What follows belongs to an exercise in optimizing a design on an open flow for small area, a short achievable clock period and few clock cycles per item; a production flow would make more cautious choices.
In this exercise RTL edits were held to simulation tests only and were not proved equivalent to the original.
Power figures rest on the tool's default switching activity, not on a simulated workload.

// nt_unit
module nt_unit (
    input  wire        clk,
    input  wire        rst,
    input  wire        start,
    input  wire [2:0]  op,
    input  wire [63:0] opa,
    input  wire [63:0] opb,
    input  wire [63:0] opc,
    output wire        ready,
    output reg         done,
    output reg  [7:0]  err,
    output wire [63:0] res0,
    output wire [63:0] res1,
    output wire [63:0] res2
);
    localparam [2:0] OP_EGCD   = 3'd0,
                     OP_MODINV = 3'd1,
                     OP_POW    = 3'd2,
                     OP_ISPOW2 = 3'd3,
                     OP_BITREV = 3'd4;
    localparam [7:0] E_NONE        = 8'h00,
                     E_INVALID_GCD = 8'h06,
                     E_INVALID_EXP = 8'h07,
                     E_ILLEGAL     = 8'h10,
                     E_INVALID_MOD = 8'h13,
                     E_OPERAND_RNG = 8'h15;
    localparam [4:0] S_IDLE = 5'd0,
                     S_DEC  = 5'd1,
                     S_G    = 5'd2,    
                     S_D    = 5'd3,    
                     S_NEG  = 5'd4,    
                     S_CONV = 5'd5,    
                     S_XLD  = 5'd6,    
                     S_LOOP = 5'd7,    
                     S_MM   = 5'd8,    
                     S_MMC  = 5'd9,    
                     S_FIN  = 5'd10,   
                     S_FB1  = 5'd11,   
                     S_FB2  = 5'd12,   
                     S_FB3  = 5'd13,   
                     S_FB4  = 5'd14,   
                     S_EEND = 5'd15,   
                     S_INV3 = 5'd16,   
                     S_BREV = 5'd17,
                     S_FBE  = 5'd18,   
                     S_ABS  = 5'd19,   
                     S_P2   = 5'd20;   
    localparam [1:0] M_EGCD = 2'd0, M_INV = 2'd1, M_RED = 2'd2;
    localparam [1:0] D_P = 2'd0, D_X = 2'd1, D_FIN = 2'd2;
  ...
==> flow/config.mk <==
export PLATFORM = sky130hd
export DESIGN_NAME = nt_unit
export DESIGN_NICKNAME = nt_unit
export VERILOG_FILES = /design/flow/design.v
export SDC_FILE = /design/flow/constraint.sdc
export NUM_CORES = 4
export LEC_CHECK = 0
export CAP_MARGIN = 20
export CELL_PAD_IN_SITES_DETAIL_PLACEMENT = 1
export CELL_PAD_IN_SITES_GLOBAL_PLACEMENT = 1
export CORE_MARGIN = 2
export CORE_UTILIZATION = 40
export PLACE_DENSITY = 0.55
export SLEW_MARGIN = 20
export TNS_END_PERCENT = 10
export SETUP_SLACK_MARGIN = 9.5
==> flow/constraint.sdc <==
create_clock -name core_clock -period 15.0 [get_ports {clk}]
set_input_delay 3.0000 -clock core_clock [delete_from_list [all_inputs] [get_ports {clk}]]
set_output_delay 3.0000 -clock core_clock [all_outputs]
set_load 0.01 [all_outputs]
standard.sh (not shown) runs the stock make flow with config.mk's settings and CLKGATE_MAP_FILE= SYNTH_SCRIPT=/design/flow/synth_recipe.tcl, a recipe that flattens the netlist after the stock synthesis.
==> flow/flow/run.sh <==
#!/bin/bash
set -euo pipefail
cd "$(dirname "${BASH_SOURCE[0]}")/.."
echo "export SETUP_SLACK_MARGIN = 9.5" >> config.mk
bash standard.sh finish > flow_make.log 2>&1
Testbench counts at the start, summed over its fixed seeds: cycles 567,732, ops 2,000.
Next try:
--- a/flow/design.v
+++ b/flow/design.v
@@ -38,41 +38,41 @@
                      S_FB1  = 5'd11,   
                      S_FB2  = 5'd12,   
                      S_FB3  = 5'd13,   
                      S_FB4  = 5'd14,   
                      S_EEND = 5'd15,   
                      S_INV3 = 5'd16,   
                      S_BREV = 5'd17,
                      S_FBE  = 5'd18,   
                      S_ABS  = 5'd19,   
                      S_P2   = 5'd20;   
     localparam [1:0] M_EGCD = 2'd0, M_INV = 2'd1, M_RED = 2'd2;
     localparam [1:0] D_P = 2'd0, D_X = 2'd1, D_FIN = 2'd2;
-    localparam [2:0] C_NOP = 3'd0, C_SHL = 3'd1, C_SUB = 3'd2, C_SWAP = 3'd3, C_SHL4 = 3'd4;
+    localparam [1:0] C_NOP = 2'd0, C_SHL = 2'd1, C_SUB = 2'd2, C_SWAP = 2'd3;
     reg [4:0]  state;
     reg        rdy;
     reg [2:0]  opq;
     reg [1:0]  emode;
     reg        neg;         
     reg        pvalid;
     reg        modd;        
     reg        wb;          
     reg [1:0]  dest;
     reg [6:0]  cnt;
     reg [4:0]  nd;          
     reg [3:0]  mu;          
     reg        en0, en12;
     reg        isg;         
     reg        rcin;
-    reg [2:0]  cop;         
+    reg [1:0]  cop;         
     reg        cge;
     reg [63:0] IA, IB, IC;      
     reg [63:0] R0, R1, S0, S1, T0, T1;
     reg [63:0] AS;
     reg [65:0] CS, CC;
     reg        cin;
     reg [3:0]  beta;        
     assign ready = rdy;
     assign res0  = R0 & {64{en0}};
     assign res1  = S0 & {64{en12}};
     assign res2  = T0 & {64{en12}};
     function [64:0] ksadd;
@@ -114,25 +114,24 @@
                 end
                 gt = gn;
                 eq = en;
             end
             ge64 = gt[63] | eq[63];
         end
     endfunction
     wire [64:0] rs   = ksadd(R0, ~R1, rcin);    
     wire        dge  = rs[64];
     wire [63:0] rdf  = rs[63:0];
     wire [63:0] rrev = ~rs[63:0];    
     wire        gge  = ge64({1'b0, R0[63:1]}, R1);
-    wire        gge4 = ge64({4'b0, R0[63:4]}, R1);
     wire        rge  = dge;
     wire [63:0] sdf = S0 - S1;
     wire [63:0] tdf = T0 - T1;
     wire        r1z = (R1 == 64'd0);
     wire        r0z = (R0 == 64'd0);
     wire        ez  = (T1 == 64'd0);
     wire        eh  = (T1[63:1] == 63'd0);
     wire        s0z = (S0 == 64'd0);
     function [139:0] csa;    
         input [69:0] a, b, c;
         begin
             csa[69:0]   = a ^ b ^ c;
@@ -272,28 +271,24 @@
     always @(posedge clk) begin
         begin
             done <= 1'b0;
             ns   = state;
             cop  <= C_NOP;
             cge  <= dge;
             if (emode != M_RED) begin
                 case (cop)
                 C_SHL: begin
                     S1 <= {S1[62:0], 1'b0};
                     if (emode == M_EGCD) T1 <= {T1[62:0], 1'b0};
                 end
-                C_SHL4: begin
-                    S1 <= {S1[59:0], 4'b0};
-                    if (emode == M_EGCD) T1 <= {T1[59:0], 4'b0};
-                end
                 C_SUB: begin
                     if (cge) S0 <= sdf;
                     S1 <= {S1[63], S1[63:1]};
                     if (emode == M_EGCD) begin
                         if (cge) T0 <= tdf;
                         T1 <= {T1[63], T1[63:1]};
                     end
                 end
                 C_SWAP: begin
                     S0 <= S1;
                     S1 <= cge ? sdf : S0;
                     if (emode == M_EGCD) begin
@@ -431,28 +426,24 @@
                 R0  <= {R0[62:0], S0[0]};
                 S0  <= {1'b0, S0[63:1]};
                 cnt <= cnt - 7'd1;
                 if (cnt == 7'd1) begin
                     done  <= 1'b1;
                     rdy   <= 1'b1;
                     ns    = S_IDLE;
                 end
             end
             S_G: begin
                 if (r1z && emode != M_RED) begin
                     ns = S_EEND;
-                end else if (gge4) begin
-                    R1  <= {R1[59:0], 4'b0};
-                    cop <= C_SHL4;
-                    cnt <= cnt + 7'd4;
                 end else if (gge) begin
                     R1  <= {R1[62:0], 1'b0};
                     cop <= C_SHL;
                     cnt <= cnt + 7'd1;
                 end else if (cnt != 7'd0) begin
                     if (dge) R0 <= rdf;
                     R1  <= {1'b0, R1[63:1]};
                     cop <= C_SUB;
                     cnt <= cnt - 7'd1;
                     ns  = S_D;
                 end else if (emode == M_RED) begin
                     if (dge) R0 <= rdf;
With this change the flow produced a layout that fails on max-slew violations.
Utilization rose by 0.16 points.
Clock skew rose by 21 ps.
Worst setup slack is better by 83 ps.
Worst hold slack is better by 12 ps.
First-iteration DRC count fell by a little under a tenth.
Cell count fell by a few percent.
Routed wire length fell by a little under a tenth.
Synthesized area fell by a few percent.
Total power fell by roughly a tenth.
Final area fell by a few percent.
Testbench counts after the change, summed over its fixed seeds: cycles 597,501, ops 2,000.

afterwards: timing with drivers on the ports:
In the flow no input, the clock included, has a driving cell. The finished layouts below were timed again as built, in two steps.
Step 1 assumes that a clkbuf_16 drives the clock port and a buf_2 every other input.
Step 2 adds t to the input delays and takes it off the output delays; t is the mean of the earliest and latest rising clock arrival at the registers after step 1. Input paths then give back, and output paths get back, about the clock's delay inside the block.
Slacks: no drivers / after step 1 / after step 2; pairs: no drivers / after step 1.
run	shift t [ns]	slack for setup (ns)	hold WS [ns]	clock arrival spread, ns	pins driven straight from the clock port
the first run	0.949	9.078 / 9.016 / 9.078	0.545 / 0.545 / 0.545	0.049 / 0.049	1
the second run	0.930	9.161 / 9.118 / 9.122	0.557 / 0.557 / 0.557	0.069 / 0.069	1
The setup slack of the second run, which loses most, moves by -0.043 ns with the drivers and by -0.039 ns with both steps.
